Source: an optimization exercise on an open RTL-to-GDS flow (aim: small area, a short achievable clock period and few clock cycles). Production flows keep margins and buffers that such runs may drop. The RTL was checked by simulation tests, not by an equivalence proof against the original design. No activity file was given, so power comes from the tool's default toggle rates.

==> design.v <==
module scanout_ctrl #(
    parameter PW = 320,      
    parameter PH = 240       
) (
    input             clk,
    input             rst,
    input             alloc_ok,
    input             cmd_valid,
    input      [31:0] cmd_word,
    output            cmd_ready,
    output reg        cmd_done,
    input             evt_valid,
    input      [31:0] evt_word,
    output            evt_ready,
    output reg        evt_done,
    input      [4:0]  reg_addr,
    output reg [31:0] reg_rdata,
    output            fb_rd,
    output            fb_sel,
    output     [25:0] fb_addr,
    input      [15:0] fb_rdata,
    output            lb_we,
    output            lb_sel,
    output     [12:0] lb_addr,
    output     [15:0] lb_wdata,
    output            flush_valid,
    output            flush_sel,
    output     [12:0] flush_x0,
    output     [12:0] flush_x1,
    output            frame_ready,
    output            buf_ack,
    output            front,
    output            busy,
    output     [6:0]  bl_pct
);
    localparam [3:0] OK = 4'd0, ERR_CONFIG = 4'd1, ERR_NOMEM = 4'd2,
                     ERR_UNSUPPORTED = 4'd3, ERR_STATE = 4'd4;
    localparam [2:0] S_IDLE  = 3'd0,
                     S_RD    = 3'd1,    
                     S_WR    = 3'd2,    
                     S_BLANK = 3'd3,    
                     S_FLUSH = 3'd4,    
                     S_FILL  = 3'd5,    
                     S_FFLSH = 3'd6;    
    reg [12:0] lw, lh;
    reg [1:0]  scale;
    reg        rot, policy;
    reg signed [31:0] g_off_x, g_off_y, g_start, g_incr, g_vspan;
    reg signed [31:0] g_lwidth, g_lbase, g_stride, g_dst, g_lpf;
    reg signed [31:0] cur_src;
    reg        [31:0] cur_cnt;
    reg        inited, en, gvalid, frontb, fr, ack, urf;
    reg [1:0]  lastb, pend, fbvalid;
    reg [3:0]  res_code;
    reg        res_val;
    reg [6:0]  bl;
    reg [2:0]  state;
    reg        pub_f;           
    reg        l_buf;           
    reg        l_frame;         
    reg [25:0] src_ptr;         
    reg [12:0] dst_ptr;         
    reg [31:0] j_cnt;           
    reg [1:0]  r_cnt;           
    reg [15:0] pix_q;           
    reg [12:0] fl_x0, fl_x1;
    reg        fill_cmd;        
    reg        geo_err;
    reg signed [31:0] geo_off_x, geo_off_y, geo_start, geo_incr, geo_vspan;
    reg signed [31:0] geo_lwidth, geo_lbase, geo_stride, geo_dst, geo_lpf;
    reg [12:0] gw, gh;
    reg [1:0]  gs;
    reg        grot;
    reg [12:0] along_line, along_scan;
    reg signed [17:0] diff_line, diff_scan, off_line, off_scan;
    reg [17:0] skip_line, skip_scan;
    reg [14:0] prod_line, prod_scan;
    reg [12:0] pw_div, ph_div;
    always @* begin
        along_line = grot ? gh : gw;
        along_scan = grot ? gw : gh;
        pw_div = (gs == 2'd0) ? 13'd0 : PW / gs;
        ph_div = (gs == 2'd0) ? 13'd0 : PH / gs;
        geo_err = (gw == 13'd0) || (gh == 13'd0) || (gs == 2'd0) ||
                  (pw_div == 13'd0) || (ph_div == 13'd0);
        prod_line = along_line * gs;
        prod_scan = along_scan * gs;
        diff_line = $signed({5'd0, PW[12:0]}) - $signed({3'd0, prod_line});
        diff_scan = $signed({5'd0, PH[12:0]}) - $signed({3'd0, prod_scan});
        off_line  = diff_line / 2;
        off_scan  = diff_scan / 2;
        skip_line = (off_line < 0 && gs != 2'd0) ? (-off_line) / gs : 18'd0;
        skip_scan = (off_scan < 0 && gs != 2'd0) ? (-off_scan) / gs : 18'd0;
        geo_lwidth = (prod_line > PW) ? pw_div : along_line;
        geo_dst    = (off_line > 0) ? off_line : 0;
        geo_lpf    = ph_div;
        if (!grot) begin
            geo_off_x  = off_line;
            geo_off_y  = off_scan;
            geo_start  = skip_scan * gw + skip_line;
            geo_incr   = gw;
            geo_vspan  = gw * gh;
            geo_lbase  = 0;
            geo_stride = 1;
        end else begin
            geo_off_x  = off_scan;
            geo_off_y  = off_line;
            geo_start  = skip_scan;
            geo_incr   = 1;
            geo_vspan  = gw;
            geo_lbase  = (gh - 13'd1 - skip_line) * gw;
            geo_stride = -$signed({19'd0, gw});
        end
    end
    wire [3:0] c_op = cmd_word[3:0];
    reg        c_legal;
    always @* begin
        case (c_op)
            4'h1: c_legal = (cmd_word[31] == 1'b0);
            4'h2, 4'h4, 4'h5, 4'h6, 4'h8, 4'h9, 4'hB:
                  c_legal = (cmd_word[31:4] == 28'd0);
            4'h3: c_legal = (cmd_word[31:7] == 25'd0);
            4'h7: c_legal = (cmd_word[31:5] == 27'd0);
            4'hA: c_legal = (cmd_word[31:12] == 20'd0);
            default: c_legal = 1'b0;
        endcase
    end
    always @* begin
        if (c_op == 4'h1) begin
            gw = cmd_word[17:5];
            gh = cmd_word[30:18];
        end else begin
            gw = lw;
            gh = lh;
        end
        gs   = scale;
        grot = rot;
    end
    wire evt_line = ((evt_word & 32'hFFFFFFCF) == 32'h0000000F);
    wire held_go = (state == S_IDLE) && (pend != 2'd0) && fr;
    assign cmd_ready = (state == S_IDLE) && (pend == 2'd0);
    assign evt_ready = (state == S_IDLE) && !held_go;
    wire signed [31:0] line_src = evt_word[5] ? (g_start + g_incr) : cur_src;
    wire line_copy = fbvalid[frontb] && (line_src >= 0) && (line_src < g_vspan);
    wire signed [31:0] line_addr = g_lbase + line_src;
    wire signed [31:0] nxt_src = cur_src + g_incr;
    wire        [31:0] nxt_cnt = cur_cnt + 32'd1;
    assign fb_rd    = (state == S_RD);
    assign fb_sel   = l_frame;
    assign fb_addr  = src_ptr;
    assign lb_we    = (state == S_WR) || (state == S_BLANK) || (state == S_FILL);
    assign lb_sel   = l_buf;
    assign lb_addr  = dst_ptr;
    assign lb_wdata = (state == S_WR) ? ((r_cnt == 2'd0) ? fb_rdata : pix_q) : 16'h0000;
    assign flush_valid = (state == S_FLUSH) || (state == S_FFLSH);
    assign flush_sel   = l_buf;
    assign flush_x0    = fl_x0;
    assign flush_x1    = fl_x1;
    assign frame_ready = fr;
    assign buf_ack     = ack;
    assign front       = frontb;
    assign busy        = (pend != 2'd0);
    assign bl_pct      = bl;
    task set_result(input [3:0] code, input val);
        begin
            res_code <= code;
            res_val  <= val;
        end
    endtask
    task load_geometry;
        begin
            g_off_x  <= geo_off_x;
            g_off_y  <= geo_off_y;
            g_start  <= geo_start;
            g_incr   <= geo_incr;
            g_vspan  <= geo_vspan;
            g_lwidth <= geo_lwidth;
            g_lbase  <= geo_lbase;
            g_stride <= geo_stride;
            g_dst    <= geo_dst;
            g_lpf    <= geo_lpf;
            cur_src  <= geo_start;
            cur_cnt  <= 32'd0;
            urf      <= 1'b0;
        end
    endtask
    task start_fill;
        begin
            state    <= S_FILL;
            l_buf    <= 1'b0;
            dst_ptr  <= 13'd0;
            fl_x0    <= 13'd0;
            fl_x1    <= PW[12:0];
            fill_cmd <= 1'b1;
        end
    endtask
    always @(posedge clk) begin
        if (rst) begin
            lw <= 13'd0; lh <= 13'd0;
            scale <= 2'd1; rot <= 1'b0; policy <= 1'b0;
            g_off_x <= 0; g_off_y <= 0; g_start <= 0; g_incr <= 0; g_vspan <= 0;
            g_lwidth <= 0; g_lbase <= 0; g_stride <= 0; g_dst <= 0; g_lpf <= 0;
            cur_src <= 0; cur_cnt <= 0;
            inited <= 1'b0; en <= 1'b0; gvalid <= 1'b0; frontb <= 1'b0;
            fr <= 1'b0; ack <= 1'b0; urf <= 1'b0;
            lastb <= 2'd0; pend <= 2'd0; fbvalid <= 2'd0;
            res_code <= 4'd0; res_val <= 1'b0; bl <= 7'd0;
            state <= S_IDLE;
            cmd_done <= 1'b0; evt_done <= 1'b0;
            pub_f <= 1'b0; l_buf <= 1'b0; l_frame <= 1'b0;
            src_ptr <= 26'd0; dst_ptr <= 13'd0; j_cnt <= 32'd0; r_cnt <= 2'd0;
            pix_q <= 16'd0; fl_x0 <= 13'd0; fl_x1 <= 13'd0; fill_cmd <= 1'b0;
        end else begin
            cmd_done <= 1'b0;
            evt_done <= 1'b0;
            case (state)
            S_IDLE: begin
                if (held_go) begin
                    if (pend == 2'd1) begin
                        fr <= 1'b0;
                        set_result(OK, 1'b1);
                    end else begin
                        frontb <= pub_f;
                        fr     <= 1'b0;
                        ack    <= 1'b1;
                        set_result(OK, 1'b1);
                    end
                    pend     <= 2'd0;
                    cmd_done <= 1'b1;
                end else if (evt_valid && evt_ready) begin
                    if (!evt_line || !inited || !en) begin
                        evt_done <= 1'b1;         
                    end else begin
                        l_buf   <= evt_word[4];
                        l_frame <= frontb;
                        if (evt_word[5]) begin
                            cur_src <= g_start + g_incr;
                            cur_cnt <= 32'd1;
                            urf     <= 1'b1;
                        end
                        if (line_copy) begin
                            src_ptr <= line_addr[25:0];
                            dst_ptr <= g_dst[12:0];
                            j_cnt   <= g_lwidth;
                            r_cnt   <= 2'd0;
                            fl_x0   <= g_dst[12:0];
                            fl_x1   <= g_dst[12:0] + g_lwidth[12:0] * scale;
                            state   <= S_RD;
                        end else begin
                            dst_ptr <= 13'd0;
                            fl_x0   <= 13'd0;
                            fl_x1   <= PW[12:0];
                            state   <= S_BLANK;
                        end
                    end
                end else if (cmd_valid && cmd_ready) begin
                    cmd_done <= 1'b1;
                    if (!c_legal) begin
                        set_result(ERR_UNSUPPORTED, 1'b0);
                    end else begin
                        case (c_op)
                        4'h1: begin  
                            if (inited)
                                set_result(ERR_STATE, 1'b0);
                            else if (geo_err)
                                set_result(ERR_CONFIG, 1'b0);
                            else if (!alloc_ok)
                                set_result(ERR_NOMEM, 1'b0);
                            else begin
                                lw     <= cmd_word[17:5];
                                lh     <= cmd_word[30:18];
                                policy <= cmd_word[4];
                                load_geometry;
                                gvalid  <= 1'b1;
                                frontb  <= 1'b0;
                                fbvalid <= 2'b11;
                                lastb   <= 2'd0;
                                fr      <= 1'b1;
                                ack     <= 1'b1;
                                inited  <= 1'b1;
                                set_result(OK, 1'b0);
                                cmd_done <= 1'b0;
                                start_fill;
                            end
                        end
                        4'h2: begin  
                            if (!inited || en)
                                set_result(ERR_STATE, 1'b0);
                            else if (geo_err) begin
                                gvalid <= 1'b0;
                                set_result(ERR_CONFIG, 1'b0);
                            end else begin
                                load_geometry;
                                gvalid <= 1'b1;
                                set_result(OK, 1'b0);
                                cmd_done <= 1'b0;
                                start_fill;
                            end
                        end
                        4'h3: begin  
                            if (en)
                                set_result(ERR_STATE, 1'b0);
                            else begin
                                scale  <= cmd_word[5:4];
                                rot    <= cmd_word[6];
                                gvalid <= 1'b0;
                                set_result(OK, 1'b0);
                            end
                        end
                        4'h4: begin  
                            if (!inited || !gvalid)
                                set_result(ERR_STATE, 1'b0);
                            else begin
                                if (!en) begin
                                    en      <= 1'b1;
                                    cur_src <= g_start;
                                    cur_cnt <= 32'd0;
                                    urf     <= 1'b0;
                                end
                                set_result(OK, 1'b0);
                            end
                        end
                        4'h5: begin  
                            en <= 1'b0;
                            set_result(OK, 1'b0);
                        end
                        4'h6: begin  
                            if (!inited)
                                set_result(ERR_STATE, 1'b0);
                            else
                                set_result(OK, ~frontb);
                        end
                        4'h7: begin  
                            if (!inited || (cmd_word[4] != ~frontb))
                                set_result(ERR_STATE, 1'b0);
                            else if (policy && !fr) begin
                                pend     <= 2'd2;     
                                pub_f    <= cmd_word[4];
                                cmd_done <= 1'b0;
                            end else begin
                                frontb <= cmd_word[4];
                                fr     <= 1'b0;
                                ack    <= 1'b1;
                                set_result(OK, fr);
                            end
                        end
                        4'h8: begin  
                            if (!inited)
                                set_result(ERR_STATE, 1'b0);
                            else if (!fr) begin
                                pend     <= 2'd1;     
                                cmd_done <= 1'b0;
                            end else begin
                                fr <= 1'b0;
                                set_result(OK, 1'b1);
                            end
                        end
                        4'h9: begin  
                            if (!inited)
                                set_result(ERR_STATE, 1'b0);
                            else begin
                                fr <= 1'b0;
                                set_result(OK, fr);
                            end
                        end
                        4'hA: begin  
                            if (cmd_word[11:4] <= 8'd100)
                                bl <= cmd_word[10:4];
                            set_result(OK, 1'b0);
                        end
                        4'hB: begin  
                            if (!inited || en)
                                set_result(ERR_STATE, 1'b0);
                            else begin
                                inited <= 1'b0; gvalid <= 1'b0; frontb <= 1'b0;
                                fr <= 1'b0; ack <= 1'b0; urf <= 1'b0;
                                lastb <= 2'd0; fbvalid <= 2'b00;
                                lw <= 13'd0; lh <= 13'd0; policy <= 1'b0;
                                g_off_x <= 0; g_off_y <= 0; g_start <= 0; g_incr <= 0;
                                g_vspan <= 0; g_lwidth <= 0; g_lbase <= 0;
                                g_stride <= 0; g_dst <= 0; g_lpf <= 0;
                                cur_src <= 0; cur_cnt <= 0;
                                set_result(OK, 1'b0);
                            end
                        end
                        default: set_result(ERR_UNSUPPORTED, 1'b0);
                        endcase
                    end
                end
            end
            S_RD: begin
                state <= S_WR;
                r_cnt <= 2'd0;
            end
            S_WR: begin
                if (r_cnt == 2'd0)
                    pix_q <= fb_rdata;
                dst_ptr <= dst_ptr + 13'd1;
                if (r_cnt == scale - 2'd1) begin
                    r_cnt   <= 2'd0;
                    src_ptr <= src_ptr + g_stride[25:0];
                    j_cnt   <= j_cnt - 32'd1;
                    state   <= (j_cnt == 32'd1) ? S_FLUSH : S_RD;
                end else begin
                    r_cnt <= r_cnt + 2'd1;
                end
            end
            S_BLANK: begin
                dst_ptr <= dst_ptr + 13'd1;
                if (dst_ptr == PW - 1)
                    state <= S_FLUSH;
            end
            S_FLUSH: begin
                if (nxt_cnt >= g_lpf) begin
                    cur_src <= g_start;
                    cur_cnt <= 32'd0;
                    urf     <= 1'b0;
                    if (!policy) begin
                        fr    <= 1'b1;
                        lastb <= 2'd2;
                    end else if (ack) begin
                        ack   <= 1'b0;
                        fr    <= 1'b1;
                        lastb <= 2'd2;
                    end else begin
                        lastb <= 2'd3;
                    end
                end else begin
                    cur_src <= nxt_src;
                    cur_cnt <= nxt_cnt;
                end
                state    <= S_IDLE;
                evt_done <= 1'b1;
            end
            S_FILL: begin
                dst_ptr <= dst_ptr + 13'd1;
                if (dst_ptr == PW - 1)
                    state <= S_FFLSH;
            end
            S_FFLSH: begin
                dst_ptr <= 13'd0;
                if (l_buf == 1'b0) begin
                    l_buf <= 1'b1;
                    state <= S_FILL;
                end else begin
                    state    <= S_IDLE;
                    cmd_done <= fill_cmd;
                end
            end
            default: state <= S_IDLE;
            endcase
        end
    end
    wire [31:0] status_word = {17'd0, fbvalid, pend, lastb, 2'b00, urf, ack, fr,
                               frontb, gvalid, en, inited};
    always @* begin
        case (reg_addr)
            5'h01: reg_rdata = {27'd0, res_val, res_code};
            5'h02: reg_rdata = status_word;
            5'h03: reg_rdata = {3'd0, lh, 3'd0, lw};
            5'h04: reg_rdata = {3'd0, PH[12:0], 3'd0, PW[12:0]};
            5'h05: reg_rdata = {28'd0, policy, rot, scale};
            5'h06: reg_rdata = g_off_x;
            5'h07: reg_rdata = g_off_y;
            5'h08: reg_rdata = g_start;
            5'h09: reg_rdata = g_incr;
            5'h0A: reg_rdata = g_vspan;
            5'h0B: reg_rdata = g_lwidth;
            5'h0C: reg_rdata = g_lbase;
            5'h0D: reg_rdata = g_stride;
            5'h0E: reg_rdata = g_dst;
            5'h0F: reg_rdata = g_lpf;
            5'h10: reg_rdata = cur_src;
            5'h11: reg_rdata = cur_cnt;
            5'h12: reg_rdata = {25'd0, bl};
            default: reg_rdata = 32'd0;
        endcase
    end
endmodule
==> run.sh <==
#!/bin/bash
# synth_recipe.tcl (not shown) runs the flow's synth.tcl, then flattens the netlist and writes it again
# the make line also repeats each setting of config.mk as NAME=value (left out here)
make -C /OpenROAD-flow-scripts/flow DESIGN_CONFIG=/design/flow/config.mk WORK_HOME=/design/flow/orfs CLKGATE_MAP_FILE= SYNTH_SCRIPT=/design/flow/synth_recipe.tcl finish
==> config.mk <==
export PLATFORM = sky130hd
export DESIGN_NAME = scanout_ctrl
export DESIGN_NICKNAME = scanout_ctrl
export VERILOG_FILES = /design/flow/design.v
export SDC_FILE = /design/flow/constraint.sdc
export NUM_CORES = 4
export LEC_CHECK = 0
export CAP_MARGIN = 40
export CORE_MARGIN = 2
export CORE_UTILIZATION = 40
export SLEW_MARGIN = 40
==> constraint.sdc <==
create_clock -name core_clock -period 60.0 [get_ports {clk}]
set_input_delay 12.0000 -clock core_clock [delete_from_list [all_inputs] [get_ports {clk}]]
set_output_delay 12.0000 -clock core_clock [all_outputs]
set_load 0.01 [all_outputs]
==> flow_metrics.tcl <==
set metrics [dict create \
    grt_usage 0.318 \
    drc 0 \
    synthTopCellsByArea "fa_1 (18%), dfxtp_1 (13%), ha_1 (9.5%)" \
    synth_edf_count 0 \
    postCtsHoldBufs 0 \
    outcome "timing/DRC/antenna clean" \
    drtIter0Drc 7727 \
    cts_sinks 441 \
    tightest_slew_ns 1.01 \
    clock_skew_ns 0.0359 \
    grt_pass1_wl_mm 415 \
    max_freq_mhz 17.5 \
    peakVddDrop_mv 0.0510 \
    wl_per_cell_um 24.9 \
    gp_congestion 1.02 \
    coreArea_um2 167000 \
    vias 67506 \
    synth.avg_cell_area_um2 7.54 \
    core.rowCount 150 \
    h-tree-depth 2 \
    io_pins 224 \
    fill_cells 16822 \
    end_kind "flip-flop" \
    finalCriticalPeriod_ns 57.06 \
    timing.hold.ws_ns 0.452 \
    die_area_um2 171000 \
    hpwlAfterDp_mm 221 \
    yosys_most_used_dff "dfxtp_1" \
    muxShareOfSynthArea 0.0222 \
    hp-class "flip-flop to flip-flop" \
    grt_pass1_vias 64671 \
    rrSetupSlack_ns 14.62 \
    synthTopCellsByCount "nand2_1 (1095), nor2_1 (1080), inv_1 (940), fa_1 (588), a21oi_1 (584)" \
    ys.warnings.count 1 \
    crit_path_max_incr_delay_ns 0.67 \
    syn_nets 10088 \
    cp_max_fo 28 \
    criticalPathCategory "input pin to flip-flop" \
    clock_latency_ns 0.64 \
    ant_nets 0 \
    syn_area_um2 67200 \
    layout-drive-gt1-share 0.0735 \
    p_per_area_nw_per_um2 32.4 \
    synth_top_family_by_area "adder cells" \
    required_ns 60.48 \
    tritoncts "built" \
    firstDrtPassIters 8 \
    netlist_instances 8902 \
    drv_cap 0 \
    routed_wl_mm 279 \
    crit_end "g_lbase[31]$_SDFFE_PP0P_" \
    power.leakage_nw 31.7 \
    clk_pin_slew_ns 0.06 \
    synth-seq-cells 441 \
    yosysTopAreaCellShare 0.175 \
    startpoint "cmd_word[1]" \
    path_common_cell "ha_1" \
    synth_cell_types 141 \
    syn_to_final_growth_pct 11.2 \
    yosys.area_share.simple 0.230 \
    finalHoldViolCount 0 \
    start_kind "input pin" \
    r2r-start "rot$_SDFFE_PP0P_" \
    synth_fa_ha_area_frac 0.270 \
    synth_most_common_cell "nand2_1" \
    hold_path_depth 2 \
    finalNetCount 10164 \
    synth_xor_area_frac 0.0617 \
    cts_root_buf "clkbuf_16" \
    synth_compound_area_frac 0.206 \
    io_buffers 223 \
    async_flop_share 0 \
    critPathArrivalTime_ns 57.54 \
    initial_core_util 0.402 \
    overflow 0 \
    critical_path.reg2reg.endpoint "g_lbase[31]$_SDFFE_PP0P_" \
    instances_no_fill 11226 \
    antenna_found_initial 20 \
    setup_viol 0 \
    dp_cells 11125 \
    cts_made_buffers 47 \
    maxSlewHeadroom 0.325 \
    r2r_cells 193 \
    die_h_um 414 \
    finalCritPeriodShare 0.951 \
    die-width_um 414 \
    vias_per_cell 6.01 \
    cts_buffer_depth 3 \
    maxSlewViolCount 0 \
    synth_seq_area_share 0.131 \
    grt_setup_unrepaired "false" \
    grt_max_degree 133 \
    cp_slowest_cell "or4_4" \
    synth_top_area_cell "fa_1" \
]
-- flip-flops by register name (all words and copies together) (netlist names), 25 cells and up --
signal	flops
g_vspan	26
cur_src	32
g_lbase	32
j_cnt	32
g_start	32
src_ptr	26
cur_cnt	32
g_stride	25
-- how the worst min path moves through the flow --
stage / from / end / slack, ns
final: pix_q[4]$_SDFFE_PP0P_ / pix_q[4]$_SDFFE_PP0P_ / 0.45
after global routing: pix_q[8]$_SDFFE_PP0P_ / pix_q[8]$_SDFFE_PP0P_ / 0.47
after CTS: fill_cmd$_SDFFE_PP0P_ / fill_cmd$_SDFFE_PP0P_ / 0.45
after detailed placement: fill_cmd$_SDFFE_PP0P_ / fill_cmd$_SDFFE_PP0P_ / 0.45
after global placement: fill_cmd$_SDFFE_PP0P_ / fill_cmd$_SDFFE_PP0P_ / 0.44
after floorplan: fill_cmd$_SDFFE_PP0P_ / fill_cmd$_SDFFE_PP0P_ / 0.43
-- kinds of logic (layout without fill, tap and decap cells) --
family	Yosys count	in the layout
DFF	441	441
buffers and inverters	1382	1496
AOI/OAI and AO/OA	2012	2012
and+or+nand+nor	3355	3355
xor gates and xnor gates	470	470
muxes	144	144
adders and majority gates	1098	1098
other	0	6
-- critical path, delay by kind of cell --
kind            cells  cell delay, ns
buf+inv            12            1.46
mux                 8            2.42
fa+ha+maj          29           10.02
compound gates     84           16.41
xor+xnor            1            0.09
simple gates       61           14.96
-- routing by layer --
layer | routed length [um] | global-route usage | up-vias
li1 | - | - | 30732
met1 | 115000 | 0.415 | 32884
met2 | 120000 | 0.490 | 3185
met3 | 27700 | 0.0796 | 675
met4 | 15800 | 0.151 | 30
met5 | 186 | 0 | -
-- through the flow --
step	cell area, um2	TNS [ns]	util	setup WS (ns)	power, W
final	74700	0	0.447	2.94	0.00242
after global routing	74700	0	0.447	0.00295	0.00258
after CTS	74200	0	0.444	0.00000711	0.00237
after detailed placement	72600	-0.908	0.435	-0.495	0.00205
after global placement	72400	0	0.434	0.643	0.00204
after floorplan	67200	0	-	3.68	0.00156
-- final cells by class --
type | count | area [um2] | area share
inverter | 942 | 3540 | 0.0473
timing repair buffer | 467 | 4160 | 0.0557
multi-input combinational | 7079 | 53800 | 0.720
tap | 2204 | 2760 | 0.0369
clock inverter | 26 | 256 | 0.00343
antenna | 6 | 15.0 | 0.000201
clock buffer | 61 | 1320 | 0.0177
sequential | 441 | 8830 | 0.118
-- layout by cell type, fill, tap and decap left out, types with 29 or more instances in the layout --
master	count
a211oi_1	80
xnor2_1	305
o211ai_1	100
o31ai_1	46
nand3_1	213
a22o_1	35
inv_1	938
o21ai_1	35
clkbuf_16	48
a21oi_1	563
a311oi_1	29
mux2i_1	99
nor3_1	232
xor2_1	142
o21ai_0	237
o21bai_1	111
or2_2	59
nand2b_1	78
and2_1	96
nand2_1	1084
a31oi_1	50
clkdlybuf4s50_1	216
dfxtp_1	438
o21a_1	58
nor2_1	1066
nor4_1	46
or3_1	60
nor2b_1	46
a21o_1	71
a221oi_1	62
ha_1	507
buf_4	231
a22oi_1	169
nand4_1	69
and3_1	79
fa_1	588
-- timing repair --
item,4_1_cts,5_1_grt
endpoints found under the setup margin,0,44
gates resized for setup,0,79
setup buffers,0,7
hold endpoints to repair,0,0
-- power by group --
| part | leakage [nW] | total [W] | switching, W | internal [W] |
|---|---|---|---|---|
| registers | 3.56 | 0.000350 | 0.0000323 | 0.000318 |
| logic | 27.4 | 0.00175 | 0.00116 | 0.000594 |
| clock network | 0.761 | 0.000315 | 0.000145 | 0.000170 |
Testbench counts, summed over its fixed seeds: cycles 2,191,002.

[re-timing with driven ports]
How much do the figures lean on ideal ports? The routed layout below was timed once more, with nothing changed but the port constraints.
Step 1 assumes that a clkbuf_16 drives the clock port and a buf_2 every other input.
Step 2 adds t to the input delays and takes it off the output delays; t is the mean of the earliest and latest rising clock arrival at the registers after step 1. Input paths then give back, and output paths get back, about the clock's delay inside the block.
a / b / c = ideal ports / drivers / drivers and shift; a / b = the first two.
shift t [ns]: 0.698
slack for setup (ns): 2.943 / 2.971 / 2.273
worst setup path at the end: input to register
worst slew at a driven data input, ns: 0.19
After both steps setup and hold are still met in this run. The setup slack of this run moves by +0.028 ns with the drivers and by -0.670 ns with both steps.
